This design comes from an exercise in tuning for small area on the open sky130 flow, not from production work.
At most, simulation tests tie the RTL to the original design; equivalence was not proved.
Only the layout flow was run in run 4; the RTL was not checked for function there.
No activity file was given, so power comes from the tool's default toggle rates.

--- flow/constraint.sdc ---
create_clock -name core_clock -period 30.0 [get_ports {clk}]
set_input_delay 6.0000 -clock core_clock [delete_from_list [all_inputs] [get_ports {clk}]]
set_output_delay 6.0000 -clock core_clock [all_outputs]
set_load 0.01 [all_outputs]
--- flow/design.v ---
module e1_steer (
    input  wire        clk,
    input  wire        rst,               
    input  wire [31:0] nominal_interval,  
    input  wire        in_valid,
    output wire        in_ready,
    input  wire [31:0] in_ts,             
    input  wire [31:0] in_tick,           
    output wire        dac_valid,
    input  wire        dac_ready,
    output wire [11:0] dac_data,
    output wire        done,
    output wire [3:0]  result,
    output wire [2:0]  st_state,
    output wire [1:0]  st_flags,
    output wire [31:0] dac_center,
    output wire [31:0] pps_loss,
    output wire [31:0] cal_fail
);
    localparam [2:0] ST_INIT   = 3'd0,
                     ST_CALMIN = 3'd1,
                     ST_CALMAX = 3'd2,
                     ST_FREQ   = 3'd3,
                     ST_PHASE  = 3'd4;
    localparam [3:0] Q_IDLE = 4'd0,
                     Q_P0   = 4'd1,
                     Q_P1   = 4'd2,
                     Q_RDY  = 4'd3,
                     Q_INC  = 4'd4,
                     Q_DIV  = 4'd5,
                     Q_WCP  = 4'd6,
                     Q_CP   = 4'd7,
                     Q_DACW = 4'd8,
                     Q_DONE = 4'd9,
                     Q_WCPY = 4'd14,
                     Q_CPY  = 4'd15;
    reg [3:0]  seq;
    reg [4:0]  ph;           
    reg        hi;           
    reg [2:0]  state;
    reg [4:0]  count;
    reg        has_cal;
    reg        cal_err;
    reg        fresh;        
    reg [31:0] lt;           
    reg [31:0] lr;           
    reg [31:0] b;            
    reg [31:0] a;            
    reg [31:0] pl;           
    reg [31:0] cf;           
    reg [17:0] q;            
    reg [18:0] m;            
    reg ge, le;              
    reg le1, le2;            
    reg neg;                 
    reg c_dt, c_sn, c_off, c_acc, c_nd;
    reg c_u, c_v, pd, c_cn, c_val, cns;
    reg over, vsign;         
    reg ci;                  
    reg calx;                
    wire p0  = (seq == Q_P0);
    wire p1  = (seq == Q_P1);
    wire rdy = (seq == Q_RDY);
    wire inc = (seq == Q_INC);
    wire dv  = (seq == Q_DIV);
    wire cp  = (seq == Q_CP);
    assign in_ready   = ((seq == Q_IDLE) & ~in_valid) | rdy;
    assign done       = (seq == Q_DONE);
    assign dac_valid  = (seq == Q_DACW);
    assign dac_data   = vsign ? 12'd0 : (over ? 12'hFFF : a[15:4]);
    wire   gok        = ge & le;
    assign result     = {calx & ~has_cal, ~gok, 1'b0, ~gok};
    assign st_state   = state;
    assign st_flags   = {cal_err, has_cal};
    assign dac_center = a;
    assign pps_loss   = pl;
    assign cal_fail   = cf;
    wire s_init  = (state == ST_INIT);
    wire s_calmn = (state == ST_CALMIN);
    wire s_calmx = (state == ST_CALMAX);
    wire s_freq  = (state == ST_FREQ);
    wire s_phase = (state == ST_PHASE);
    wire last    = (count == 5'd1);
    wire acc_on  = (count <= 5'd4);
    wire tick_b = in_tick[ph];
    wire ts_b   = in_ts[ph];
    wire n_b    = nominal_interval[ph];
    wire ltr    = lt[0] & fresh;
    wire lrr    = lr[0] & fresh;
    wire dt_b   = tick_b ^ ltr ^ c_dt;
    wire dt_bo  = (~tick_b & (ltr | c_dt)) | (ltr & c_dt);
    wire k75    = (ph == 5'd0) | (ph == 5'd1) | (ph == 5'd3) | (ph == 5'd6);
    wire k125   = (ph == 5'd0) | ((ph >= 5'd2) & (ph <= 5'd6));
    wire ge_p   = (ph == 5'd0) | ge;
    wire le_p   = (ph == 5'd0) | le;
    wire ge_n   = k75  ? (dt_b & ge_p)  : (dt_b | ge_p);
    wire le_n   = k125 ? (~dt_b | le_p) : (~dt_b & le_p);
    wire sn_b   = lrr ^ n_b ^ c_sn;
    wire sn_co  = (lrr & n_b) | (lrr & c_sn) | (n_b & c_sn);
    wire off_b  = ts_b ^ sn_b ^ c_off;
    wire off_bo = (~ts_b & (sn_b | c_off)) | (sn_b & c_off);
    wire accx   = s_calmn ? a[0] : b[0];
    wire og     = off_b & acc_on;
    wire sum_b  = accx ^ og ^ c_acc;
    wire sum_co = (accx & og) | (accx & c_acc) | (og & c_acc);
    wire nd_b   = a[0] ^ sum_b ^ c_nd;
    wire nd_bo  = (~a[0] & (sum_b | c_nd)) | (sum_b & c_nd);
    wire cmpx   = s_calmx ? sum_b : off_b;
    wire k5     = (ph == 5'd0) | (ph == 5'd2);
    wire k50    = (ph == 5'd1) | (ph == 5'd4) | (ph == 5'd5);
    wire kk1    = s_calmx ? 1'b0 : (s_freq ? k5 : k50);
    wire kk2    = s_calmx ? (ph != 5'd31) : ~kk1;
    wire le1_p  = (ph == 5'd0) | le1;
    wire le2_p  = (ph == 5'd0) | le2;
    wire le1_n  = kk1 ? (~cmpx | le1_p) : (~cmpx & le1_p);
    wire le2_n  = kk2 ? (~cmpx | le2_p) : (~cmpx & le2_p);
    wire big    = neg ? le2 : ~le1;           
    wire cal_ok = neg & le2 & ~le1;           
    wire b_in_p1 = s_calmn ? 1'b0 : (s_calmx ? (last ? a[0] : sum_b) : off_b);
    wire a_in_p1 = s_init ? 1'b0 : (s_calmn ? sum_b : (last ? nd_b : a[0]));
    wire        x      = hi ? neg : b[0];
    wire        cpx    = cp & x;
    wire [18:0] yv     = ({19{dv}} & a[18:0]) | ({19{cpx}} & {1'b0, q});
    wire [19:0] cy;
    wire [18:0] sv;
    assign cy[0] = 1'b0;
    genvar gi;
    generate
        for (gi = 0; gi < 19; gi = gi + 1) begin : g_add
            assign sv[gi]    = m[gi] ^ yv[gi] ^ cy[gi];
            assign cy[gi+1]  = (m[gi] & yv[gi]) | (m[gi] & cy[gi]) | (yv[gi] & cy[gi]);
        end
    endgenerate
    wire [19:0] s      = {cy[19], sv};
    wire        take   = cy[19];
    wire        d_tk   = dv & take;
    wire        d_nt   = dv & ~take;
    wire [18:0] m_nx   = ({19{cp}} & s[19:1])
                       | ({19{d_tk}} & {s[17:0], 1'b0})
                       | ({19{d_nt}} & {m[17:0], 1'b0})
                       | {18'd0, dv & (ph == 5'd1)};
    wire        dbig   = ~&a[31:18];          
    wire        p_b    = s[0];
    wire        kk     = ~hi & (ph < 5'd2);   
    wire        bias   = neg & kk;
    wire        u_b    = p_b ^ bias ^ c_u;
    wire        u_co   = (p_b & bias) | (p_b & c_u) | (bias & c_u);
    wire        v_b    = u_b ^ pd ^ c_v;
    wire        v_co   = (u_b & pd) | (u_b & c_v) | (pd & c_v);
    wire        a_sh   = ~kk & (hi ? (ph <= 5'd1) : 1'b1);    
    wire        cen    = ~calx & a[0];
    wire        cn_b   = cen ^ u_b ^ c_cn;
    wire        cn_bo  = (~cen & (u_b | c_cn)) | (u_b & c_cn);
    wire        cnx    = a_sh ? cn_b : cns;
    wire        q3     = ~calx & v_b;
    wire        val_b  = cnx ^ q3 ^ c_val;
    wire        val_bo = (~cnx & (q3 | c_val)) | (q3 & c_val);
    wire        ovr_on = hi | (ph >= 5'd18);
    wire        cpy    = (seq == Q_CPY);
    wire        pass   = (seq[2:0] == 3'b111);    
    wire        a_en   = (p1 & ~has_cal) | (cp & a_sh) | cpy;
    wire        a_in   = p1 ? a_in_p1 : (cp ? val_b : b[0]);
    wire        b_in   = p1 ? b_in_p1 : ((cp & a_sh) ? cn_b : b[0]);
    wire inc_r  = gok ? cf[0] : pl[0];
    wire pl_sh  = ~rst & inc & ~gok;
    wire pl_hd  = ~rst & ~(inc & ~gok);
    wire cf_sh  = ~rst & inc & gok;
    wire cf_hd  = ~rst & ~(inc & gok);
    always @(posedge clk) begin
        ph <= ph + 5'd1;
        lt <= {(p0 ? tick_b : lt[0]), lt[31:1]};
        lr <= {(p1 ? ((s_phase & gok) ? sn_b : ts_b) : lr[0]), lr[31:1]};
        b  <= {b_in, b[31:1]};
        a   <= ({32{a_en}} & {a_in, a[31:1]}) | ({32{~a_en}} & a);
        q   <= ({18{dv}} & {q[16:0], take & ~dbig}) | ({18{~dv}} & q);
        m <= m_nx;
        if (cp & hi & (ph == 5'd1))
            cns <= cn_b;
        c_dt  <= p0 & dt_bo;
        c_sn  <= p1 & sn_co;
        c_off <= p1 & off_bo;
        c_acc <= p1 & sum_co;
        c_nd  <= p1 & nd_bo;
        c_u   <= cp & u_co;
        c_v   <= cp & v_co;
        pd    <= cp & p_b;
        c_cn  <= cp & ~kk & cn_bo;
        c_val <= cp & ~kk & val_bo;
        if (p0) begin
            ge <= ge_n;
            le <= le_n;
        end
        if (p1) begin
            le1 <= le1_n;
            le2 <= le2_n;
            if (ph == 5'd31)
                neg <= b_in_p1;
        end
        if (pass & (ph == 5'd31))
            hi <= 1'b1;
        else if (~pass)
            hi <= 1'b0;
        if (cp) begin
            if (~ovr_on)
                over <= 1'b0;
            else
                over <= over | val_b;
            if (hi & (ph == 5'd31))
                vsign <= val_b;
        end
        ci <= inc ? (ci & inc_r) : 1'b1;
        pl <= ({32{pl_sh}} & {pl[0] ^ ci, pl[31:1]}) | ({32{pl_hd}} & pl);
        cf <= ({32{cf_sh}} & {cf[0] ^ ci, cf[31:1]}) | ({32{cf_hd}} & cf);
        if (rst) begin
            seq     <= Q_IDLE;
            ph      <= 5'd0;
            state   <= ST_INIT;
            count   <= 5'd2;
            has_cal <= 1'b0;
            cal_err <= 1'b0;
            fresh   <= 1'b0;
        end else begin
            case (seq)
                Q_IDLE: if (in_valid & (ph == 5'd31)) seq <= Q_P0;
                Q_P0:   if (ph == 5'd31) seq <= Q_P1;
                Q_P1:   if (ph == 5'd31) begin
                            seq   <= Q_RDY;
                            fresh <= 1'b1;
                        end
                Q_RDY: begin
                    calx  <= 1'b0;
                    seq   <= Q_DONE;
                    if (~gok) begin
                        state <= ST_INIT;
                        count <= 5'd2;
                        seq   <= Q_INC;
                    end else begin
                        case (state)
                            ST_INIT: begin
                                count <= count - 5'd1;
                                if (last) begin
                                    if (has_cal) begin
                                        state <= ST_FREQ;
                                        count <= 5'd30;
                                    end else begin
                                        state <= ST_CALMIN;
                                        count <= 5'd6;
                                        vsign <= 1'b1;
                                        seq   <= Q_DACW;
                                    end
                                end
                            end
                            ST_CALMIN: begin
                                count <= count - 5'd1;
                                if (last) begin
                                    state <= ST_CALMAX;
                                    count <= 5'd6;
                                    vsign <= 1'b0;
                                    over  <= 1'b1;
                                    seq   <= Q_DACW;
                                end
                            end
                            ST_CALMAX: begin
                                count <= count - 5'd1;
                                if (last) begin
                                    if (cal_ok) begin
                                        state   <= ST_FREQ;
                                        count   <= 5'd30;
                                        has_cal <= 1'b1;
                                        calx    <= 1'b1;
                                        seq     <= Q_DIV;
                                    end else begin
                                        cal_err <= 1'b1;
                                        has_cal <= 1'b0;
                                        state   <= ST_INIT;
                                        count   <= 5'd2;
                                        calx    <= 1'b1;
                                        seq     <= Q_INC;
                                    end
                                end
                            end
                            ST_FREQ: begin
                                seq <= Q_WCP;
                                if (big)
                                    count <= 5'd30;
                                else begin
                                    count <= count - 5'd1;
                                    if (last)
                                        state <= ST_PHASE;
                                end
                            end
                            default: begin   
                                seq <= Q_WCP;
                                if (big) begin
                                    state <= ST_FREQ;
                                    count <= 5'd30;
                                end
                            end
                        endcase
                    end
                end
                Q_INC:  if (ph == 5'd0) seq <= Q_DONE;
                Q_DIV:  if (ph == 5'd20) seq <= Q_WCP;
                Q_WCP:  if (ph == 5'd31) seq <= Q_CP;
                Q_CP:   if (hi & (ph == 5'd31)) seq <= Q_DACW;
                Q_DACW: if (dac_ready) seq <= (s_freq | s_phase) ? Q_WCPY : Q_DONE;
                Q_WCPY: if (ph == 5'd31) seq <= Q_CPY;
                Q_CPY:  if (hi & (ph == 5'd1)) seq <= Q_DONE;    
                default: seq <= Q_IDLE;      
            endcase
        end
    end
endmodule
--- flow/standard.sh ---
#!/bin/bash
# synth_recipe.tcl (not shown) runs the flow's synth.tcl, then flattens the netlist and writes it again
# the make line also repeats each setting of config.mk as NAME=value (left out here)
make -C /OpenROAD-flow-scripts/flow DESIGN_CONFIG=/design/flow/config.mk WORK_HOME=/design/flow/orfs CLKGATE_MAP_FILE= SYNTH_SCRIPT=/design/flow/synth_recipe.tcl "${@:-finish}"
--- flow/config.mk ---
export PLATFORM = sky130hd
export DESIGN_NAME = e1_steer
export DESIGN_NICKNAME = e1_steer
export VERILOG_FILES = /design/flow/design.v
export SDC_FILE = /design/flow/constraint.sdc
export NUM_CORES = 4
export LEC_CHECK = 0
export CAP_MARGIN = 0
export CORE_MARGIN = 2
export CORE_UTILIZATION = 70
export GPL_TIMING_DRIVEN = 0
export PLACE_DENSITY = 0.85
export SLEW_MARGIN = 0
--- flow/flow/run.sh ---
#!/bin/bash
# The standard layout (standard.sh: standard synthesis, then ORFS to
# finish), with two changes: the port buffers that global placement inserts
# on every input and output use sky130_fd_sc_hd__buf_1, and clock tree
# synthesis uses clkbuf_8 clusters without dummy loads.
# Each step's full output goes to its own log file in the work folder.
set -euo pipefail
export BUFFER_PORTS_ARGS="-buffer_cell sky130_fd_sc_hd__buf_1"
export CTS_ARGS="-sink_clustering_enable -repair_clock_nets -buf_list sky130_fd_sc_hd__clkbuf_8 -sink_clustering_size 20 -sink_clustering_max_diameter 70 -dont_use_dummy_load"
bash standard.sh synth > synth.log 2>&1
bash standard.sh finish > layout.log 2>&1
==> results of run 1 <==
[layer usage]
layer,up-vias,GRT usage,wire (microns)
met1,3757,0.411,9890
met5,-,0,0
met3,63,0.0680,2260
li1,3599,-,-
met4,0,0.105,689
met2,393,0.483,11100
[cell type report]
class	count	area, sq um	share of cell area
diodes	3	7.51	0.000637
repair buffers	220	853	0.0725
clock buffers	18	248	0.0210
plain buffers	56	248	0.0210
well taps	184	230	0.0195
inverters	24	90.1	0.00765
flip-flops and latches	270	5980	0.507
multi-input cells	517	4120	0.350
[power by group through the flow]
stage / Sequential [W] / Clock [W] / Combinational, W
after global routing: 0.000372 / 0.000172 / 0.0000426
after CTS: 0.000372 / 0.000158 / 0.0000380
after global placement: 0.000380 / 0 / 0.0000366
after detailed placement: 0.000380 / 0 / 0.0000377
after floorplan: 0.000380 / 0 / 0.0000263
final: 0.000372 / 0.000157 / 0.0000386
[through the flow]
stage | hold slack, ps | area, sq um | std cells
2_1_floorplan | 310 | 10400 | 867
3_3_place_gp | 311 | 11500 | 1269
3_5_place_dp | 312 | 11500 | 1270
4_1_cts | 286 | 11800 | 1288
5_1_grt | 279 | 11800 | 1291
6_report | 281 | 11800 | 1292
[worst min path at each step]
stage	from	end	slack (ps)	depth (start not counted)
CTS	lt[19]$_DFF_P_	lt[18]$_DFF_P_	290	0
global placement	lt[10]$_DFF_P_	lt[9]$_DFF_P_	310	0
finish	lt[19]$_DFF_P_	lt[18]$_DFF_P_	280	0
detailed placement	b[30]$_DFF_P_	b[29]$_DFF_P_	310	0
global route	lt[19]$_DFF_P_	lt[18]$_DFF_P_	280	0
floorplan	b[1]$_DFF_P_	b[0]$_DFF_P_	310	0
[worst max-delay path: stages]
cell     delay, ps
buf_1          100
nor3_1         130
a21oi_1         60
nor3_1         190
buf_1          180
[cells in the final DEF, fill, tap and decap left out, types with 5 or more instances in the layout]
master / count
buf_1: 222
dfxtp_1: 213
a22o_1: 82
nor2_1: 67
edfxtp_1: 57
nand2_1: 55
o21ai_0: 37
mux2i_1: 36
clkbuf_1: 35
fa_1: 27
a21oi_1: 26
inv_1: 22
mux4_2: 22
clkbuf_8: 18
nor2b_1: 16
nor3_1: 14
buf_2: 12
and3_1: 11
nand3_1: 10
ha_1: 9
and2_1: 7
nand2b_1: 7
nand4_1: 6
o211ai_1: 6
a211oi_1: 5
a22oi_1: 5
[kinds of logic (layout without fill, tap and decap cells)]
family	count (synthesis)	count (layout)	synth area share
muxes	61	61	0.0853
and+or+nand+nor	211	211	0.0967
other	1	4	0.000360
AOI/OAI and AO/OA	200	200	0.143
adders and majority gates	37	37	0.0636
buffers and inverters	80	318	0.0324
xor gates and xnor gates	7	7	0.00588
DFF	270	270	0.573
==> run notes, run 1 <==
Pwr Density=48.2 nW/um^2; Mapped Cells=867; Synth Register Bits=270; Crit. Startpoint=in_valid; pin count of the biggest net entering global routing=32; depth of the worst register-to-register path=28; part of the power in the clock network=0.276; worst vdd ir=34.9 uV; critical path class=input pin to primary output; Worst Hold Class=register to register; CTS tree=done; gpl congestion=0.956; crit path capture type=primary output; Slew HR=0.261; DRT iter0 DRCs=615; Final Hold Fails=0; die span in x=126 microns; Core Region=14,500 sq um; sequential share of power=0.656; ANT nets after route=0; Top FF cell, synth=dfxtp_1; initial antenna violation count=3; drt via density=6.05; PortBufs=218; RSZ-0062 raised after global routing=false; Routed WL=23,900 microns; most common cell in the netlist=dfxtp_1; Least-Margin Pin Slew=1090 ps; Synth top area share=0.409; root buffer cell=clkbuf_8; Yosys Warn Count=1; Netlist cell types=63; Post-synth top cells=dfxtp_1 (213), a22o_1 (82), nor2_1 (67), edfxtp_1 (57), nand2_1 (55); Final nets=1,243; Reg2Reg Launch Point=seq[3]$_SDFFE_PP0P_; Final Critical Period=12,660 ps; Num CTS Buffers=18; Core Util, Final=0.810; IO Count=220; worst skew pair latency=530 ps; Worst-path clk slew=110 ps; Leak Pwr=4.29 nW; Rows=44; r2r endpoint=m[17]$_DFF_P_; Clock Tree Buf Depth=3; mean post-synth cell area=12.0 sq um; H-Tree Depth=1; NetSw=0.000123 W; FFs w/ async S/R, synth=0; dominant cell type by area after synthesis=dfxtp_1; final setup fails=0; total grt overflow=0; Initial Util=0.717; register area share after synthesis=0.573; CP Max Fanout=2; TritonCTS Sinks=270; Die Span Y=126 microns; number of global-route vias before repair=7,786; Tot GR Track Use=0.301; Avg WL per Cell=18.5 microns; first-pass GRT wire length=39,000 microns; Cell Area, Synth=10,400 sq um; Startpoint Class=input pin; pre-CTS setup slack=17,360 ps; HPWL after detailed placement=17,400 microns; crit path to=in_ready; Synth Net Count=1,003; max_cap viols=0; CTS resizes=0; Fin Clk Skew=99.4 ps; combinational share of power=0.068; Layout area overhead=12.9%; outcome=timing/DRC/antenna clean; period utilization=0.422; Int Pwr=0.000444 W; R2R setup slack=19,680 ps; required time of the critical path=24,000 ps; setup ws final=17,340 ps; vias after detailed routing=7,812; Crit path arrival time=6660 ps; fill count=902; Power Total=0.000567 W; Post-synth EDFFs=57; DR DRC count=0; setup bufs post-CTS=0; Setup Total Neg Slack=0 ps; switching part of the total=0.217; # hold bufs at CTS=0; ranking of synthesized cells by area=dfxtp_1 (41%), edfxtp_1 (16%), a22o_1 (6.9%); die area=15,900 sq um; share of layout cells above drive strength 1=0.0652; Max Fclk=79.0 MHz; TritonRoute pass-1 iters=5; pins over their slew limit=0
==> run 2, diff against run 1 <==
--- a/flow/config.mk
+++ b/flow/config.mk
@@ -10,3 +10,2 @@
 export CORE_UTILIZATION = 70
-export GPL_TIMING_DRIVEN = 0
 export PLACE_DENSITY = 0.85
==> run notes, run 2 <==
worst vdd ir=44.6 uV; CTS tree=done; crit path capture type=primary output; Worst Hold Class=register to register; Reg2Reg Launch Point=seq[3]$_SDFFE_PP0P_; vias after detailed routing=7,580; TritonCTS Sinks=270; Yosys Warn Count=1; Post-synth top cells=dfxtp_1 (213), a22o_1 (82), nor2_1 (67), edfxtp_1 (57), nand2_1 (55); Synth top area share=0.409; Core Util, Final=0.796; Initial Util=0.717; critical path class=input pin to primary output; share of layout cells above drive strength 1=0.0634; Netlist cell types=63; pin count of the biggest net entering global routing=41; Least-Margin Pin Slew=1250 ps; Slew HR=0.164; Post-synth EDFFs=57; fill count=913; DR DRC count=0; PortBufs=218; Cell Area, Synth=10,400 sq um; Die Span Y=126 microns; R2R setup slack=19,050 ps; Routed WL=22,900 microns; Final Hold Fails=0; first-pass GRT wire length=37,000 microns; ANT nets after route=0; Startpoint Class=input pin; Core Region=14,500 sq um; die area=15,900 sq um; H-Tree Depth=1; setup bufs post-CTS=0; crit path to=in_ready; final setup fails=0; Num CTS Buffers=17; FFs w/ async S/R, synth=0; slowest library cell on the worst path=buf_1; mean post-synth cell area=12.0 sq um; Max Fclk=79.4 MHz; Synth Register Bits=270; period utilization=0.420; setup ws final=17,410 ps; register area share after synthesis=0.573; ranking of synthesized cells by area=dfxtp_1 (41%), edfxtp_1 (16%), a22o_1 (6.9%); Fin Clk Skew=30.0 ps; Slowest Stage Delay on Critical Path=170 ps; TritonRoute pass-1 iters=5; initial antenna violation count=0; Final nets=1,194; outcome=timing/DRC/antenna clean; Avg WL per Cell=18.4 microns; root buffer cell=clkbuf_8; worst skew pair latency=510 ps; Setup Total Neg Slack=0 ps; pre-CTS setup slack=17,420 ps; die span in x=126 microns; CP Max Fanout=2; DRT iter0 DRCs=782; drt via density=6.11; required time of the critical path=24,000 ps; r2r endpoint=m[16]$_DFF_P_; diode count=0; Top FF cell, synth=dfxtp_1; Crit. Startpoint=in_valid; number of global-route vias before repair=7,481; depth of the worst register-to-register path=28; RSZ-0062 raised after global routing=false; max_cap viols=0; Rows=44; Synth Net Count=1,003; Crit path arrival time=6590 ps; Min Hold Slack=321 ps; Tot GR Track Use=0.283; Final Critical Period=12,590 ps; Hold Crit Depth=0; IO Count=220; leading cell type in the layout, fill and taps excluded=buf_1; Layout area overhead=10.9%; total grt overflow=0; Worst-path clk slew=120 ps; crit-path cells=buf_1, nor3_1, a21oi_1, nor3_1, buf_1; Leak Pwr=4.19 nW; gpl congestion=0.868; # hold bufs at CTS=0; Clock Tree Buf Depth=3; commonest non-fill, non-tap cells in the layout=buf_1 (218), dfxtp_1 (212), a22o_1 (82); Mapped Cells=867; HPWL after detailed placement=16,100 microns; dominant cell type by area after synthesis=dfxtp_1; Pwr Density=48.5 nW/um^2; most common cell in the netlist=dfxtp_1; pins over their slew limit=0; CTS resizes=0
==> run 2: changes by cell type in the layout (fill, tap and decap cells not counted), moves of 2 or more <==
cell and change:
nor3_2 +2, buf_2 -12, buf_1 -4, nor3_1 -2, clkbuf_1 -35, diode_2 -3, buf_4 +6, a21oi_2 +2
a21oi_1 -2
==> run 2: layer usage <==
layer	GRT usage	vias up	share of wire
met2	0.466	393	0.47
li1	-	3500	-
met3	0.0556	33	0.097
met4	0.0692	0	0.016
met5	0	-	0
met1	0.393	3654	0.41
==> run 2: metrics by stage <==
stage / power [W] / std cells / cell area [sq um]
2_1_floorplan: 0.000406 / 867 / 10400
3_5_place_dp: 0.000416 / 1223 / 11300
5_1_grt: 0.000579 / 1240 / 11600
4_1_cts: 0.000564 / 1240 / 11600
6_report: 0.000561 / 1240 / 11600
3_3_place_gp: 0.000415 / 1223 / 11300
==> run 2: how the worst min path moves through the flow <==
stage	startpoint	to	slack, ps
final	lt[6]$_DFF_P_	lt[5]$_DFF_P_	320
after global placement	b[6]$_DFF_P_	b[5]$_DFF_P_	310
after CTS	lt[6]$_DFF_P_	lt[5]$_DFF_P_	330
after floorplan	b[1]$_DFF_P_	b[0]$_DFF_P_	310
after global routing	lt[6]$_DFF_P_	lt[5]$_DFF_P_	330
after detailed placement	b[11]$_DFF_P_	b[10]$_DFF_P_	310
==> run 2: layout make-up <==
cell class                 instances  area [sq um]  share of cell area
sequential                       270          5980               0.517
multi-input combinational        517          4140               0.358
timing repair buffer             228           893              0.0772
clock buffer                      17           234              0.0202
tap                              184           230              0.0199
inverter                          24          90.1             0.00779
==> run 2: logic make-up (layout without fill, tap and decap cells) <==
logic type | after synthesis | in the layout | share of synthesized area
flip-flops | 270 | 270 | 0.573
AND/OR/NAND/NOR | 211 | 211 | 0.0967
AO/OA/AOI/OAI | 200 | 200 | 0.143
buffers and inverters | 80 | 269 | 0.0324
multiplexers | 61 | 61 | 0.0853
adder cells (fa/ha/maj) | 37 | 37 | 0.0636
XOR/XNOR | 7 | 7 | 0.00588
other | 1 | 1 | 0.000360
==> run 2: worst max-delay path: cells and delay by family <==
family                 cells  cell delay (ps)
buffers and inverters      2              250
AND/OR/NAND/NOR            2              280
AO/OA/AOI/OAI              1               60
==> run 2: where the power goes <==
| part | switching, W | total, W | internal (W) |
|---|---|---|---|
| sequential | 0.00000300 | 0.000374 | 0.000371 |
| combinational | 0.0000167 | 0.0000346 | 0.0000179 |
| clock | 0.000101 | 0.000152 | 0.0000516 |
| total | 0.000120 | 0.000561 | 0.000441 |
==> run 3, diff against run 2 <==
--- a/flow/config.mk
+++ b/flow/config.mk
@@ -9,4 +9,4 @@
 export CORE_MARGIN = 2
-export CORE_UTILIZATION = 70
-export PLACE_DENSITY = 0.85
+export CORE_UTILIZATION = 75
+export PLACE_DENSITY = 0.95
 export SLEW_MARGIN = 0
==> run notes, run 3 <==
outcome=timing/DRC/antenna clean; Final nets=1,195; number of global-route vias before repair=7,450; Crit path arrival time=6620 ps; ranking of synthesized cells by area=dfxtp_1 (41%), edfxtp_1 (16%), a22o_1 (6.9%); gpl congestion=0.915; Final Critical Period=12,620 ps; final setup fails=0; Min Hold Slack=293 ps; die area=14,900 sq um; Cell Area, Synth=10,400 sq um; total grt overflow=0; Synth Net Count=1,003; first-pass GRT wire length=37,200 microns; Avg WL per Cell=19.1 microns; CTS tree=done; TritonRoute pass-1 iters=5; Tot GR Track Use=0.317; Num CTS Buffers=17; worst skew pair latency=490 ps; share of layout cells above drive strength 1=0.0643; die span in x=122 microns; Worst Hold Class=register to register; Die Span Y=122 microns; Initial Util=0.760; FFs w/ async S/R, synth=0; most common cell in the netlist=dfxtp_1; RSZ-0062 raised after global routing=false; Post-synth EDFFs=57; CP Max Fanout=2; Rows=43; # hold bufs at CTS=0; ANT nets after route=0; Fin Clk Skew=34.3 ps; setup bufs post-CTS=0; Max Fclk=79.2 MHz; max_cap viols=0; Clock Tree Buf Depth=3; Pwr Density=48.7 nW/um^2; leading cell type in the layout, fill and taps excluded=buf_1; pins over their slew limit=0; HPWL after detailed placement=16,400 microns; DRT iter0 DRCs=912; Netlist cell types=63; critical path class=input pin to primary output; required time of the critical path=24,000 ps; Slew HR=0.228; worst vdd ir=41.4 uV; DR DRC count=0; fin cells=1,237; dominant cell type by area after synthesis=dfxtp_1; Top FF cell, synth=dfxtp_1; Synth top area share=0.409; Synth Register Bits=270; pin count of the biggest net entering global routing=41; Routed WL=23,600 microns; Setup Total Neg Slack=0 ps; Least-Margin Pin Slew=1150 ps; Startpoint Class=input pin; Reg area=5980 sq um; commonest non-fill, non-tap cells in the layout=buf_1 (218), dfxtp_1 (212), a22o_1 (82); diode count=0; crit path capture type=primary output; Worst-path clk slew=100 ps; fill count=703; Leak Pwr=4.19 nW; Post-synth top cells=dfxtp_1 (213), a22o_1 (82), nor2_1 (67), edfxtp_1 (57), nand2_1 (55); drt via density=6.19; period utilization=0.421; PortBufs=218; IO Count=220; root buffer cell=clkbuf_8; CTS resizes=0; Layout area overhead=11.0%; Yosys Warn Count=1; vias after detailed routing=7,654; Final Hold Fails=0; Multi-input gate area=4140 sq um; mean post-synth cell area=12.0 sq um; register area share after synthesis=0.573; Core Region=13,700 sq um; TritonCTS Sinks=270; initial antenna violation count=0; Mapped Cells=867; H-Tree Depth=1; placed insts=1,220
[run 3: changes by cell type in the layout (fill, tap and decap cells not counted)]
cell   delta
buf_4     +1
[run 3: cell type report]
type,instances,share of cell area
well taps,180,0.0195
inverters,24,0.00779
repair buffers,229,0.0779
clock buffers,17,0.0202
flip-flops and latches,270,0.517
multi-input cells,517,0.358
[run 3: report_power, final]
part	total [W]	switching, W	internal (W)	leakage (nW)
logic	0.0000373	0.0000191	0.0000181	1.84
clock network	0.000154	0.000102	0.0000517	0.122
registers	0.000372	0.00000126	0.000371	2.23
total	0.000563	0.000123	0.000441	4.19
[run 3: stage by stage]
| step | power (W) | utilization | instance area, sq um | worst slack [ps] |
|---|---|---|---|---|
| 3_3_place_gp | 0.000415 | 0.826 | 11300 | 17430 |
| 3_5_place_dp | 0.000417 | 0.826 | 11300 | 17400 |
| 5_1_grt | 0.000580 | 0.843 | 11600 | 17340 |
| 6_report | 0.000563 | 0.843 | 11600 | 17380 |
| 4_1_cts | 0.000564 | 0.843 | 11600 | 17390 |
| 2_1_floorplan | 0.000406 | - | 10400 | 17560 |
[run 3: final timing paths]
path                                          start              to  slack, ps  depth (start not counted)
worst min register to register       lr[27]$_DFF_P_  lr[26]$_DFF_P_        290                          0
worst max-delay path                       in_valid        in_ready      17380                          5
worst min-delay path                 lr[27]$_DFF_P_  lr[26]$_DFF_P_        290                          0
worst max register to register  seq[3]$_SDFFE_PP0P_   m[10]$_DFF_P_      18930                         28
[run 3: worst max-delay path, stage by stage]
cell,delay [ps]
buf_1,90
nor3_1,130
a21oi_1,60
nor3_1,170
buf_1,170
[run 3: routing by layer]
layer  up-vias  part of all wire  track usage
met3        54             0.078       0.0501
met5         -                 0            0
met1      3733              0.41        0.434
met4         0             0.025       0.0955
li1       3503                 -            -
met2       364              0.49        0.528
[run 3: logic make-up after synthesis]
group	synth area share
flops	0.573
buf+inv	0.0324
other cells	0.000360
fa+ha+maj	0.0636
compound gates	0.143
xor+xnor	0.00588
simple gates	0.0967
mux	0.0853
==> run 4, diff against run 3 <==
--- a/flow/design.v
+++ b/flow/design.v
@@ -55,4 +55,4 @@
     reg neg;                 
-    reg c_dt, c_sn, c_off, c_acc, c_nd;
-    reg c_u, c_v, pd, c_cn, c_val, cns;
+    reg c_dt, pd, cns;
+    reg f1, f2, f3, f4;      
     reg over, vsign;         
@@ -97,2 +97,6 @@
     wire le_n   = k125 ? (~dt_b | le_p) : (~dt_b & le_p);
+    wire c_sn   = f1;
+    wire c_off  = f2;
+    wire c_acc  = f3;
+    wire c_nd   = f4;
     wire sn_b   = lrr ^ n_b ^ c_sn;
@@ -145,2 +149,6 @@
     wire        bias   = neg & kk;
+    wire        c_u    = f1;
+    wire        c_v    = f2;
+    wire        c_cn   = f3;
+    wire        c_val  = f4;
     wire        u_b    = p_b ^ bias ^ c_u;
@@ -179,11 +187,7 @@
         c_dt  <= p0 & dt_bo;
-        c_sn  <= p1 & sn_co;
-        c_off <= p1 & off_bo;
-        c_acc <= p1 & sum_co;
-        c_nd  <= p1 & nd_bo;
-        c_u   <= cp & u_co;
-        c_v   <= cp & v_co;
+        f1    <= (p1 & sn_co)  | (cp & u_co);
+        f2    <= (p1 & off_bo) | (cp & v_co);
+        f3    <= (p1 & sum_co) | (cp & ~kk & cn_bo);
+        f4    <= (p1 & nd_bo)  | (cp & ~kk & val_bo);
         pd    <= cp & p_b;
-        c_cn  <= cp & ~kk & cn_bo;
-        c_val <= cp & ~kk & val_bo;
         if (p0) begin
--- a/flow/config.mk
+++ b/flow/config.mk
@@ -9,4 +9,4 @@
 export CORE_MARGIN = 2
-export CORE_UTILIZATION = 75
-export PLACE_DENSITY = 0.95
+export CORE_UTILIZATION = 70
+export PLACE_DENSITY = 0.85
 export SLEW_MARGIN = 0
==> run notes, run 4 <==
outcome=timing/DRC/antenna clean; die area=15,800 sq um; PortBufs=218; Fin Clk Skew=67.5 ps; max_cap viols=0; Slew HR=0.234; HPWL after detailed placement=16,200 microns; Worst Hold Class=register to register; die span in x=126 microns; drt via density=6.03; Layout area overhead=10.8%; Crit path arrival time=6700 ps; critical path class=input pin to primary output; CP Max Fanout=2; Core Util, Final=0.791; final setup fails=0; Clock Tree Buf Depth=3; CTS resizes=0; total grt overflow=0; Synth top area share=0.403; Pwr Density=48.2 nW/um^2; FFs w/ async S/R, synth=0; TritonRoute pass-1 iters=5; Netlist cell types=63; H-Tree Depth=1; worst vdd ir=45.1 uV; Post-synth EDFFs=57; Routed WL=22,400 microns; IO Count=220; Max Fclk=78.8 MHz; gpl congestion=0.894; slowest library cell on the worst path=or3_1; Post-synth top cells=dfxtp_1 (209), a22o_1 (84), nor2_1 (70), edfxtp_1 (57), nand2_1 (52); Synth Register Bits=266; leading cell type in the layout, fill and taps excluded=buf_1; setup ws final=17,300 ps; Min Hold Slack=301 ps; fin area=11,500 sq um; fill count=923; pin count of the biggest net entering global routing=42; Worst-path clk slew=100 ps; RSZ-0062 raised after global routing=false; depth of the worst register-to-register path=28; root buffer cell=clkbuf_8; Least-Margin Pin Slew=1150 ps; dominant cell type by area after synthesis=dfxtp_1; CP dominant cell by count=buf_1; Cell Area, Synth=10,400 sq um; crit path capture type=primary output; vias after detailed routing=7,566; worst skew pair latency=510 ps; required time of the critical path=24,000 ps; Hold Crit Depth=0; number of global-route vias before repair=7,279; Synth Net Count=1,018; DRT iter0 DRCs=627; first-pass GRT wire length=36,600 microns; Rows=44; crit-path cells=buf_1, or3_1, a21boi_0, buf_1; Post-DP Area=11,300 sq um; TritonCTS Sinks=266; Num CTS Buffers=17; Tot GR Track Use=0.281; setup bufs post-CTS=0; Leak Pwr=4.18 nW; most common cell in the netlist=dfxtp_1; Initial Util=0.714; ranking of synthesized cells by area=dfxtp_1 (40%), edfxtp_1 (16%), a22o_1 (7.1%); Top FF cell, synth=dfxtp_1; Final Critical Period=12,700 ps; ANT nets after route=0; diode count=0; register area share after synthesis=0.568; initial antenna violation count=0; Die Span Y=126 microns; Avg WL per Cell=17.9 microns; CTS tree=done; mean post-synth cell area=11.8 sq um; Core Region=14,500 sq um; Final Hold Fails=0; DR DRC count=0; pre-CTS setup slack=17,300 ps; # hold bufs at CTS=0; Final nets=1,209; Yosys Warn Count=1; Slowest Stage Delay on Critical Path=290 ps; share of layout cells above drive strength 1=0.0551; pins over their slew limit=0; Setup Total Neg Slack=0 ps; Startpoint Class=input pin; commonest non-fill, non-tap cells in the layout=buf_1 (218), dfxtp_1 (208), a22o_1 (84); period utilization=0.423; Mapped Cells=882
[run 4: final timing paths]
check	startpoint	to	slack (ps)
worst max-delay path	in_valid	in_ready	17300
worst min-delay path	lt[1]$_DFF_P_	lt[0]$_DFF_P_	300
worst max register to register	seq[3]$_SDFFE_PP0P_	m[8]$_DFF_P_	19020
worst min register to register	lt[1]$_DFF_P_	lt[0]$_DFF_P_	300
[run 4: cell type report]
class	count	area (sq um)	area share
Clock buffer	17	234	0.0203
Multi-Input combinational cell	526	4110	0.357
Timing Repair Buffer	230	908	0.0790
Inverter	32	120	0.0104
Sequential cell	266	5900	0.513
Tap cell	184	230	0.0200
[run 4: kinds of logic after synthesis]
logic type      count (synthesis)  share of synthesized area
other cells                     1                   0.000361
xor+xnor                        5                    0.00422
fa+ha+maj                      37                     0.0639
simple gates                  208                     0.0962
mux                            69                     0.0852
buf+inv                        90                     0.0377
compound gates                206                      0.144
flops                         266                      0.568
[run 4: power by group]
group / leakage, nW / internal [W] / total (W) / switching, W
Clock: 0.122 / 0.0000516 / 0.000149 / 0.0000979
Sequential: 2.19 / 0.000365 / 0.000367 / 0.00000200
Combinational: 1.87 / 0.0000177 / 0.0000377 / 0.0000200
Total: 4.18 / 0.000434 / 0.000554 / 0.000120
[run 4: critical path: cells and delay by family]
| family | cells | cell delay [ps] |
|---|---|---|
| AOI/OAI and AO/OA | 1 | 160 |
| buffers and inverters | 2 | 250 |
| and+or+nand+nor | 1 | 290 |
[run 4: metal layers]
metal	GRT usage	up-vias	wire length (microns)	share of wire
met5	0	-	0	0
met4	0.0886	0	648	0.029
met3	0.0497	56	1480	0.066
met2	0.445	326	10600	0.47
met1	0.402	3642	9720	0.43
li1	-	3542	-	-
[run 4: metrics by stage]
step,std cells,power [W]
after floorplan,882,0.000401
after global placement,1238,0.000411
after detailed placement,1238,0.000412
after CTS,1255,0.000557
after global routing,1255,0.000574
final,1255,0.000554
==> run 5, diff against run 4 <==
--- a/flow/design.v
+++ b/flow/design.v
@@ -53,8 +53,10 @@
     reg ge, le;              
-    reg le1, le2;            
     reg neg;                 
-    reg c_dt, pd, cns;
     reg f1, f2, f3, f4;      
-    reg over, vsign;         
-    reg ci;                  
+    reg fa;                  
+    reg fb;                  
+    reg fc;                  
+    reg fd;                  
+    wire le1 = fa, vsign = fa, le2 = fb, over = fb;
+    wire c_dt = fc, cns = fc, pd = fd, ci = ~fd;
     reg calx;                
@@ -184,5 +186,3 @@
         m <= m_nx;
-        if (cp & hi & (ph == 5'd1))
-            cns <= cn_b;
-        c_dt  <= p0 & dt_bo;
+        fc    <= (p0 & dt_bo) | (cp & ((hi & (ph == 5'd1)) ? cn_b : fc));
         f1    <= (p1 & sn_co)  | (cp & u_co);
@@ -191,3 +191,3 @@
         f4    <= (p1 & nd_bo)  | (cp & ~kk & val_bo);
-        pd    <= cp & p_b;
+        fd    <= (cp & p_b) | (inc & (fd | ~inc_r));
         if (p0) begin
@@ -197,4 +197,4 @@
         if (p1) begin
-            le1 <= le1_n;
-            le2 <= le2_n;
+            fa  <= le1_n;
+            fb  <= le2_n;
             if (ph == 5'd31)
@@ -208,9 +208,8 @@
             if (~ovr_on)
-                over <= 1'b0;
+                fb <= 1'b0;
             else
-                over <= over | val_b;
+                fb <= over | val_b;
             if (hi & (ph == 5'd31))
-                vsign <= val_b;
+                fa <= val_b;
         end
-        ci <= inc ? (ci & inc_r) : 1'b1;
         pl <= ({32{pl_sh}} & {pl[0] ^ ci, pl[31:1]}) | ({32{pl_hd}} & pl);
@@ -251,3 +250,3 @@
                                         count <= 5'd6;
-                                        vsign <= 1'b1;
+                                        fa    <= 1'b1;    
                                         seq   <= Q_DACW;
@@ -261,4 +260,4 @@
                                     count <= 5'd6;
-                                    vsign <= 1'b0;
-                                    over  <= 1'b1;
+                                    fa    <= 1'b0;    
+                                    fb    <= 1'b1;
                                     seq   <= Q_DACW;
==> run notes, run 5 <==
CTS tree=done; pins over their slew limit=0; leading cell type in the layout, fill and taps excluded=buf_1; Die Span Y=125 microns; final setup fails=0; # hold bufs at CTS=0; drt via density=6.10; HPWL after detailed placement=15,600 microns; die span in x=125 microns; commonest non-fill, non-tap cells in the layout=buf_1 (218), dfxtp_1 (207), a22o_1 (82); fill count=911; register area share after synthesis=0.562; mean post-synth cell area=11.8 sq um; Hold Crit Depth=0; CTS resizes=0; Slew HR=0.224; Final nets=1,194; Setup Total Neg Slack=0 ps; ANT nets after route=0; R2R setup slack=19,130 ps; Post-synth top cells=dfxtp_1 (208), a22o_1 (82), nand2_1 (61), nor2_1 (61), edfxtp_1 (54); Reg area=5790 sq um; initial antenna violation count=0; Rows=44; outcome=timing/DRC/antenna clean; Max Fclk=78.3 MHz; depth of the worst register-to-register path=26; Leak Pwr=4.09 nW; CP Max Fanout=2; setup bufs post-CTS=0; worst vdd ir=49.2 uV; Worst Hold Class=register to register; crit path capture type=primary output; Netlist cell types=61; Reg2Reg Launch Point=seq[1]$_SDFFE_PP0P_; Synth Register Bits=262; Final Hold Fails=0; pin count of the biggest net entering global routing=40; DR DRC count=0; required time of the critical path=24,000 ps; Top FF cell, synth=dfxtp_1; Synth top area share=0.405; number of global-route vias before repair=7,206; Tot GR Track Use=0.273; routed wl met3=1580 microns; Cell Area, Synth=10,300 sq um; routed wl met2=10,200 microns; die area=15,700 sq um; FFs w/ async S/R, synth=0; Min Hold Slack=295 ps; TritonRoute pass-1 iters=6; Startpoint Class=input pin; ranking of synthesized cells by area=dfxtp_1 (40%), edfxtp_1 (16%), a22o_1 (7.0%); Pwr Density=47.9 nW/um^2; share of layout cells above drive strength 1=0.0634; Num CTS Buffers=17; worst skew pair latency=520 ps; most common cell in the netlist=dfxtp_1; Routed WL=21,800 microns; Synth Net Count=1,008; IO Count=220; gpl congestion=0.901; Post-synth EDFFs=54; Mapped Cells=872; H-Tree Depth=1; first-pass GRT wire length=35,300 microns; Yosys Warn Count=1; diode count=0; TritonCTS Sinks=262; period utilization=0.426; critical path class=input pin to primary output; Post-Route M1 WL=9360 microns; Least-Margin Pin Slew=1160 ps; DRT iter0 DRCs=649; Core Region=14,400 sq um; RSZ-0062 raised after global routing=false; Hold EP=lt[6]$_DFF_P_; hold path startpoint=lt[7]$_DFF_P_; Crit path arrival time=6770 ps; r2r endpoint=m[3]$_DFF_P_; dominant cell type by area after synthesis=dfxtp_1; max_cap viols=0; PortBufs=218; Initial Util=0.713; Fin Clk Skew=34.6 ps; Highest Signal Layer=met4; Final Critical Period=12,770 ps; total grt overflow=0; Clock Tree Buf Depth=3; Avg WL per Cell=17.6 microns; Worst-path clk slew=110 ps; Multi-input gate area=4160 sq um; root buffer cell=clkbuf_8; vias after detailed routing=7,559; Layout area overhead=10.7%
## run 5: logic make-up (layout without fill, tap and decap cells)
group | Yosys count | after routing | synth area share
AO/OA/AOI/OAI | 206 | 206 | 0.143
XOR/XNOR | 8 | 8 | 0.00681
adder cells (fa/ha/maj) | 36 | 36 | 0.0635
buffers and inverters | 83 | 267 | 0.0366
flip-flops | 262 | 262 | 0.562
multiplexers | 61 | 61 | 0.0869
other | 1 | 1 | 0.000364
AND/OR/NAND/NOR | 215 | 215 | 0.101
## run 5: critical path, cell delays in order
cell	delay, ps
buf_1	80
or3_1	310
a211oi_1	200
buf_1	170
## run 5: per-layer routing
metal / GRT usage / vias to the layer above
li1: - / 3511
met1: 0.383 / 3626
met2: 0.436 / 357
met3: 0.0513 / 65
met4: 0.0876 / 0
met5: 0 / -
## run 5: power breakdown
group | leakage (nW) | internal (W) | switching (W)
sequential | 2.16 | 0.000358 | 0.00000204
combinational | 1.81 | 0.0000176 | 0.0000181
clock | 0.122 | 0.0000516 | 0.0000980
## run 5: how the worst max path moves through the flow
stage	end	from
3_3_place_gp	in_ready	in_valid
2_1_floorplan	in_ready	in_valid
3_5_place_dp	in_ready	in_valid
4_1_cts	in_ready	in_valid
5_1_grt	in_ready	in_valid
6_report	in_ready	in_valid
## run 5: stage by stage
step / utilization / total power, W / setup slack, ps / area (sq um) / std cells
4_1_cts: 0.790 / 0.000548 / 17210 / 11400 / 1240
5_1_grt: 0.790 / 0.000564 / 17140 / 11400 / 1240
6_report: 0.790 / 0.000546 / 17230 / 11400 / 1240
3_5_place_dp: 0.773 / 0.000404 / 17220 / 11200 / 1223
2_1_floorplan: - / 0.000393 / 17360 / 10300 / 872
3_3_place_gp: 0.773 / 0.000403 / 17240 / 11200 / 1223
## run 5: final cells by class
type | instances | share of cell area
clock buffers | 17 | 0.0205
inverters | 21 | 0.00692
well taps | 184 | 0.0202
multi-input cells | 527 | 0.365
repair buffers | 229 | 0.0791
flip-flops and latches | 262 | 0.508
==> run 6, diff against run 5 <==
--- a/flow/design.v
+++ b/flow/design.v
@@ -38,3 +38,2 @@
     reg [4:0]  ph;           
-    reg        hi;           
     reg [2:0]  state;
@@ -52,3 +51,5 @@
     reg [18:0] m;            
-    reg ge, le;              
+    reg fe;                  
+    reg fh;                  
+    wire ge = fe, le = fh, hi = fh;
     reg neg;                 
@@ -58,5 +59,4 @@
     reg fc;                  
-    reg fd;                  
     wire le1 = fa, vsign = fa, le2 = fb, over = fb;
-    wire c_dt = fc, cns = fc, pd = fd, ci = ~fd;
+    wire c_dt = fc, cns = fc, pd = fe, ci = ~fe;
     reg calx;                
@@ -72,4 +72,3 @@
     assign dac_data   = vsign ? 12'd0 : (over ? 12'hFFF : a[15:4]);
-    wire   gok        = ge & le;
-    assign result     = {calx & ~has_cal, ~gok, 1'b0, ~gok};
+    wire   gok        = ge & le;           
     assign st_state   = state;
@@ -86,2 +85,4 @@
     wire acc_on  = (count <= 5'd4);
+    wire gfail   = s_init & (count == 5'd2) & ~calx;
+    assign result     = {calx & ~has_cal, gfail, 1'b0, gfail};
     wire tick_b = in_tick[ph];
@@ -173,7 +174,7 @@
     wire        b_in   = p1 ? b_in_p1 : ((cp & a_sh) ? cn_b : b[0]);
-    wire inc_r  = gok ? cf[0] : pl[0];
-    wire pl_sh  = ~rst & inc & ~gok;
-    wire pl_hd  = ~rst & ~(inc & ~gok);
-    wire cf_sh  = ~rst & inc & gok;
-    wire cf_hd  = ~rst & ~(inc & gok);
+    wire inc_r  = calx ? cf[0] : pl[0];
+    wire pl_sh  = ~rst & inc & ~calx;
+    wire pl_hd  = ~rst & ~(inc & ~calx);
+    wire cf_sh  = ~rst & inc & calx;
+    wire cf_hd  = ~rst & ~(inc & calx);
     always @(posedge clk) begin
@@ -191,6 +192,8 @@
         f4    <= (p1 & nd_bo)  | (cp & ~kk & val_bo);
-        fd    <= (cp & p_b) | (inc & (fd | ~inc_r));
         if (p0) begin
-            ge <= ge_n;
-            le <= le_n;
+            fe <= ge_n;
+            fh <= le_n;
+        end else if (~p1) begin
+            fe <= (cp & p_b) | (inc & (fe | ~inc_r));
+            fh <= pass & ((ph == 5'd31) | fh);
         end
@@ -202,6 +205,2 @@
         end
-        if (pass & (ph == 5'd31))
-            hi <= 1'b1;
-        else if (~pass)
-            hi <= 1'b0;
         if (cp) begin
==> run notes, run 6 <==
outcome=timing/DRC/antenna clean; Final Critical Period=12,600 ps; IO Count=220; max_cap viols=0; TritonCTS Sinks=260; total grt overflow=0; final setup fails=0; CTS tree=done; Final nets=1,191; HPWL after detailed placement=15,800 microns; Post-synth top cells=dfxtp_1 (206), a22o_1 (82), nand2_1 (60), nor2_1 (59), edfxtp_1 (54); initial antenna violation count=0; Setup Total Neg Slack=0 ps; Synth Register Bits=260; CP Max Fanout=2; first-pass GRT wire length=36,700 microns; Cell Area, Synth=10,300 sq um; CTS resizes=0; Leak Pwr=4.09 nW; Netlist cell types=67; gpl congestion=0.937; most common cell in the netlist=dfxtp_1; Rows=44; Routed WL=22,500 microns; Synth Net Count=1,007; RSZ-0062 raised after global routing=false; worst skew pair latency=510 ps; worst vdd ir=43.6 uV; Multi-input gate area=4190 sq um; die area=15,700 sq um; crit path capture type=primary output; Die Span Y=125 microns; ANT nets after route=0; DR DRC count=0; Layout area overhead=10.6%; number of global-route vias before repair=7,226; drt via density=6.13; register area share after synthesis=0.559; Core Region=14,400 sq um; routed wl met3=1620 microns; routed wl met2=10,500 microns; pin count of the biggest net entering global routing=41; Tot GR Track Use=0.284; Max Fclk=79.4 MHz; setup bufs post-CTS=0; diode count=0; Crit path arrival time=6600 ps; Final Hold Fails=0; root buffer cell=clkbuf_8; Post-synth EDFFs=54; Fin Clk Skew=54.6 ps; Avg WL per Cell=18.2 microns; Reg area=5750 sq um; commonest non-fill, non-tap cells in the layout=buf_1 (218), dfxtp_1 (205), a22o_1 (82); pins over their slew limit=0; H-Tree Depth=1; Pwr Density=47.5 nW/um^2; Mapped Cells=870; # hold bufs at CTS=0; Num CTS Buffers=17; Initial Util=0.712; fill count=955; ranking of synthesized cells by area=dfxtp_1 (40%), edfxtp_1 (16%), a22o_1 (7.0%); die span in x=125 microns; Highest Signal Layer=met4; critical path class=input pin to primary output; period utilization=0.420; leading cell type in the layout, fill and taps excluded=buf_1; share of layout cells above drive strength 1=0.0618; mean post-synth cell area=11.8 sq um; Post-Route M1 WL=9950 microns; DRT iter0 DRCs=785; required time of the critical path=24,000 ps; Least-Margin Pin Slew=1160 ps; Clock Tree Buf Depth=3; vias after detailed routing=7,577; FFs w/ async S/R, synth=0; Startpoint Class=input pin; Slew HR=0.226; Top FF cell, synth=dfxtp_1; Min Hold Slack=311 ps; dominant cell type by area after synthesis=dfxtp_1; Worst-path clk slew=100 ps; TritonRoute pass-1 iters=5; PortBufs=218; Yosys Warn Count=1; Synth top area share=0.402; Worst Hold Class=register to register
-- run 6: cell types whose count changed after synthesis, moves of 4 or more --
cell       change
nand2b_1       -5
a21oi_1        -5
mux4_2         -4
mux2i_1        +9
o2bb2ai_1      +4
and3_1         -4
a31oi_1        -5
clkbuf_1       +8
-- run 6: kinds of logic (layout without fill, tap and decap cells) --
group | count (synthesis) | in the layout | synth area share
other | 1 | 1 | 0.000365
DFF | 260 | 260 | 0.559
and+or+nand+nor | 202 | 202 | 0.0960
AOI/OAI and AO/OA | 212 | 212 | 0.150
adders and majority gates | 37 | 37 | 0.0648
xor gates and xnor gates | 8 | 8 | 0.00682
muxes | 66 | 66 | 0.0871
buffers and inverters | 84 | 266 | 0.0358
-- run 6: report_power, final --
group          total [W]  internal (W)  switching (W)
logic          0.0000316     0.0000165      0.0000151
clock network   0.000149     0.0000516      0.0000973
registers       0.000359      0.000355     0.00000346
-- run 6: worst paths after layout --
path	start	endpoint	slack (ps)	depth (start not counted)
worst max-delay path	in_valid	in_ready	17400	5
worst min-delay path	lt[12]$_DFF_P_	lt[11]$_DFF_P_	310	0
worst max register to register	seq[3]$_SDFFE_PP0P_	register	19190	26
worst min register to register	lt[12]$_DFF_P_	lt[11]$_DFF_P_	310	0
-- run 6: final cells by class --
type	instances	share of cell area
Timing Repair Buffer	226	0.0773
Tap cell	184	0.0203
Multi-Input combinational cell	526	0.368
Sequential cell	260	0.506
Clock buffer	17	0.0206
Inverter	23	0.00760
-- run 6: critical path, cell delays in order --
cell and delay (ps):
buf_1 80, nor3_1 130, a21oi_1 60, nor3_1 150, buf_1 170
-- run 6: per-layer routing --
layer / vias to the layer above / track usage
met3: 41 / 0.0522
met5: - / 0
li1: 3510 / -
met1: 3701 / 0.415
met4: 0 / 0.0810
met2: 325 / 0.444
-- run 6: through the flow --
stage	total power (W)	utilization	cell area, sq um	worst slack, ps	std cells
finish	0.000539	0.788	11400	17400	1236
global route	0.000559	0.788	11400	17310	1236
CTS	0.000541	0.788	11400	17390	1236
detailed placement	0.000398	0.771	11100	17400	1219
global placement	0.000397	0.771	11100	17420	1219
floorplan	0.000388	-	10300	17560	870

==> separate check: timing with driven ports <==
No port has a modelled driver above. Below, the same layouts with a new extraction and two added sets of constraints.
Step 1 sets driving cells, clkbuf_16 on the clock port and buf_2 on the other inputs (assumed; they add their load-dependent delay and slew).
Step 2 also shifts input and output timing later by t, the mid clock arrival at the registers, as if the neighbouring blocks saw the same clock.
a / b / c = ideal / step 1 / step 2; a / b = the first two.
| run | shift t [ns] | slack for setup (ns) | slew at the worst register clock pin (ns) |
|---|---|---|---|
| run 1 | 0.523 | 17.344 / 17.311 / 17.311 | 0.12 / 0.12 |
| run 2 | 0.529 | 17.406 / 17.386 / 17.386 | 0.12 / 0.12 |
| run 3 | 0.526 | 17.378 / 17.355 / 17.355 | 0.12 / 0.12 |
| run 4 | 0.520 | 17.304 / 17.284 / 17.284 | 0.12 / 0.12 |
| run 5 | 0.540 | 17.229 / 17.209 / 17.209 | 0.12 / 0.12 |
| run 6 | 0.525 | 17.403 / 17.383 / 17.383 | 0.12 / 0.12 |
After both steps every run listed still meets setup and hold. The setup slack of run 1, which loses most, moves by -0.033 ns with the drivers and by -0.033 ns with both steps.
